This is an optimization exercise on Yosys and OpenROAD, whose aim is small area, a short achievable clock period and few clock cycles, not a production implementation.
Function was checked by simulation only, so behaviour that the tests miss may differ from the original.

v1:
==> flow/design.v (excerpt) <==
module gf2_isirr (
    input  wire        clk,
    input  wire        rst,
    input  wire        start,
    input  wire [63:0] f,
    input  wire [5:0]  n,
    output wire        busy,
    output reg         done,
    output reg         err,
    output reg         irr,
    output reg  [6:0]  missed
);
    localparam integer KD = 4;      
    localparam integer KL = 2;      
    localparam integer J  = 2;      
    localparam integer T  = 4;      
    localparam [3:0] S_IDLE  = 4'd0,
                     S_CHECK = 4'd1,
                     S_GCD0  = 4'd2,
                     S_LOOP  = 4'd5,
                     S_DIV   = 4'd6,
                     S_DEG   = 4'd7,
                     S_CNT   = 4'd8;
    reg [3:0]   st;
    reg         bsy;
    reg [63:0]  F;           
    reg [63:0]  A, B;        
    reg [127:0] W;           
    reg [7:0]   dl;          
    reg         g1r;         
    reg         gzr;         
    reg [5:0]   m;           
    reg [5:0]   kq;          
    reg [5:0]   cnt;         
    reg [5:0]   dd;          
    reg [2:0]   ds_r;        
    reg [5:0]   t;           
    reg [6:0]   r;           
    reg [KD-1:0] finv;       
    reg         p1, p2;      
    reg [1:0]   p3;          
    reg         wz;          
    assign busy = bsy;
    function [5:0] deg64;
        input [63:0] v;
        integer i;
        begin
            deg64 = 6'd0;
            for (i = 0; i < 64; i = i + 1)
                if (v[i]) deg64 = i[5:0];
        end
    endfunction
    wire [5:0] deg_f = deg64(F);
    localparam integer L  = J * T;
  ...
For scale: ~380 flip-flops.
export LEC_CHECK = 0
export CAP_MARGIN = 20
export CORE_MARGIN = 2
export CORE_UTILIZATION = 40
export CTS_BUF_LIST = sky130_fd_sc_hd__clkbuf_8
export PLACE_DENSITY = 0.55
export SLEW_MARGIN = 20
create_clock -name core_clock -period 12.0 [get_ports {clk}]
standard.sh (not shown) runs the stock make flow with config.mk's settings and CLKGATE_MAP_FILE= SYNTH_SCRIPT=/design/flow/synth_recipe.tcl, a recipe that flattens the netlist after the stock synthesis.
==> flow/flow/run.sh <==
#!/bin/bash
set -euo pipefail
bash standard.sh finish SETUP_SLACK_MARGIN=7.5 > standard.log 2>&1
Testbench counts of v1, summed over its fixed seeds: cycles 47,865.
What v18 does differently from v1 at the input level:
--- a/flow/design.v
+++ b/flow/design.v
@@ -237,13 +237,13 @@
             S_IDLE:  if (start) st_nx = S_CHECK;
             S_CHECK: st_nx = S_GCD0;
             S_GCD0:  if (g1) st_nx = S_LOOP;
             S_LOOP:  if (gfin && !g1 && cz) st_nx = S_DIV;
             S_DIV:   if (wz) st_nx = S_DEG;
             S_DEG:   st_nx = S_CNT;
-            S_CNT:   if ((t == dd) || (dd == 6'd3)) st_nx = S_LOOP;
+            S_CNT:   if (t == dd) st_nx = S_LOOP;
             default: st_nx = S_IDLE;
         endcase
         if (fin) st_nx = S_IDLE;
     end
     always @(posedge clk) begin
         if (rst) begin
@@ -268,46 +268,27 @@
     wire s_chk  = (st == S_CHECK);
     wire s_g0   = (st == S_GCD0);
     wire s_lp   = (st == S_LOOP);
     wire s_div  = (st == S_DIV);
     wire s_deg  = (st == S_DEG);
     wire s_cnt  = (st == S_CNT);
-    wire fake   = (dd == 6'd0);                              
+    wire fake   = (dd[5:2] == 4'd0) & (dd[1:0] != 2'd3);    
     wire cnst   = ~fake & (dd1 <= {3'd0, ds_r});
     wire syn    = s_lp & g1 & (fake | cnst | cz);
     wire dvs    = s_lp & gfin & ~g1 & cz;
-    wire cend   = s_cnt & ((t == dd) | (dd == 6'd3));
+    wire cend   = s_cnt & (t == dd);
     wire step   = s_g0 | (s_lp & ~syn & ~dvs);
     wire mstep  = ((s_g0 | s_lp) & ~cz) | s_div;
     wire sqr    = syn & ~fake & ~cnst;
     wire ab_ld  = s_chk | syn | s_cnt;
     wire [63:0] a_chk = F[0] ? F : fder;
     wire [63:0] b_chk = F[0] ? fder : F;
-    reg  [63:0] gfk;             
-    always @* begin
-        case ({p1, p2, p3})
-            4'b0000: gfk = 64'h1;
-            4'b0001: gfk = 64'hb;
-            4'b0010: gfk = 64'hd;
-            4'b0011: gfk = 64'h7f;
-            4'b0100: gfk = 64'h7;
-            4'b0101: gfk = 64'h31;
-            4'b0110: gfk = 64'h23;
-            4'b0111: gfk = 64'h17d;
-            4'b1000: gfk = 64'h3;
-            4'b1001: gfk = 64'h1d;
-            4'b1010: gfk = 64'h17;
-            4'b1011: gfk = 64'h81;
-            4'b1100: gfk = 64'h9;
-            4'b1101: gfk = 64'h53;
-            4'b1110: gfk = 64'h65;
-            default: gfk = 64'h387;
-        endcase
-    end
-    wire [2:0]  nfk   = {2'd0, p1} + {2'd0, p2} + {2'd0, p3[0]} + {2'd0, p3[1]};
-    wire [63:0] a_syn = fake ? gfk : F;
+    wire [63:0] a_syn = (dd == 6'd0) ? (p1 ? 64'd3 : 64'd1) :
+                        (dd == 6'd1) ? (p2 ? 64'd7 : 64'd1) :
+                        (dd == 6'd2) ? (p3 == 2'd0 ? 64'd1 : p3 == 2'd1 ? 64'hb :
+                                        p3 == 2'd2 ? 64'hd : 64'h7f) : F;
     wire [63:0] b_cst = (dd1[2:0] == 3'd3) ? 64'h81 :
                         (dd1[2:0] == 3'd4) ? 64'h8001 :
                         (dd1[2:0] == 3'd5) ? 64'h80000001 : 64'h8000000000000001;
     wire [63:0] b_syn = fake ? 64'd0 : cnst ? b_cst : (W[63:0] ^ onek);
     wire [7:0]  e_cst = (dd1[2:0] == 3'd3) ? 8'd7 : (dd1[2:0] == 3'd4) ? 8'd15 :
                         (dd1[2:0] == 3'd5) ? 8'd31 : 8'd63;    
@@ -357,17 +338,17 @@
         if (s_idle)     m <= n;
         else if (s_chk) m <= m_n;
         else if (s_deg) m <= deg_f;
         if (s_deg)      t <= m - deg_f;
         else if (s_cnt) t <= t - dd;
         if (s_chk)      r <= F[0] ? 7'd0 : 7'd1;
-        else if (s_cnt) r <= r + ((dd == 6'd3) ? {4'd0, nfk} : 7'd1);
+        else if (s_cnt) r <= r + 7'd1;
         if (s_chk)      kq <= kq_n;
         else if (cend)  kq <= kq_of_m;
         if (s_chk)      dd <= 6'd0;
-        else if (syn)   dd <= fake ? 6'd3 : dd1;
+        else if (syn)   dd <= dd1;
         if (s_chk)      ds_r <= ds_n;
         if (dvs)        wz <= 1'b0;
         else if (s_div) wz <= (W[63:0] == 64'd0);
         if (s_chk) begin
             p1 <= ~(^F);
             p2 <= (fs3[0] == fs3[1]) && (fs3[1] == fs3[2]);
Relative to v1, cell count has gone down in v18. v18 against v1: maximum frequency saw an increase, fill cell total of the finished layout saw little to no change, die area saw a decrease, number of tap cells added at floorplan saw a decrease.
Testbench counts of v18, summed over its fixed seeds: cycles 48,603.

==> port drivers added, routing unchanged <==
The results above use ideal ports. As a check the final layouts listed here were re-extracted and re-timed, cells and wires unchanged. Step 1 sets driving cells, clkbuf_16 on the clock port and buf_2 on the other inputs (assumed; they add their load-dependent delay and slew). Step 2 times the ports against the registers' clock, not the clock port: input delays grow and output delays shrink by t, the midpoint of the rising clock arrivals with the driver on. a / b / c = ideal ports / drivers / drivers and shift; a / b = the first two.
run	shift t [ns]	setup slack, ns	worst register clock-pin slew, ns
v1	0.819	7.324 / 7.324 / 7.324	0.07 / 0.07
v18	0.838	7.359 / 7.359 / 7.359	0.07 / 0.07
After both steps every run listed still meets setup and hold.
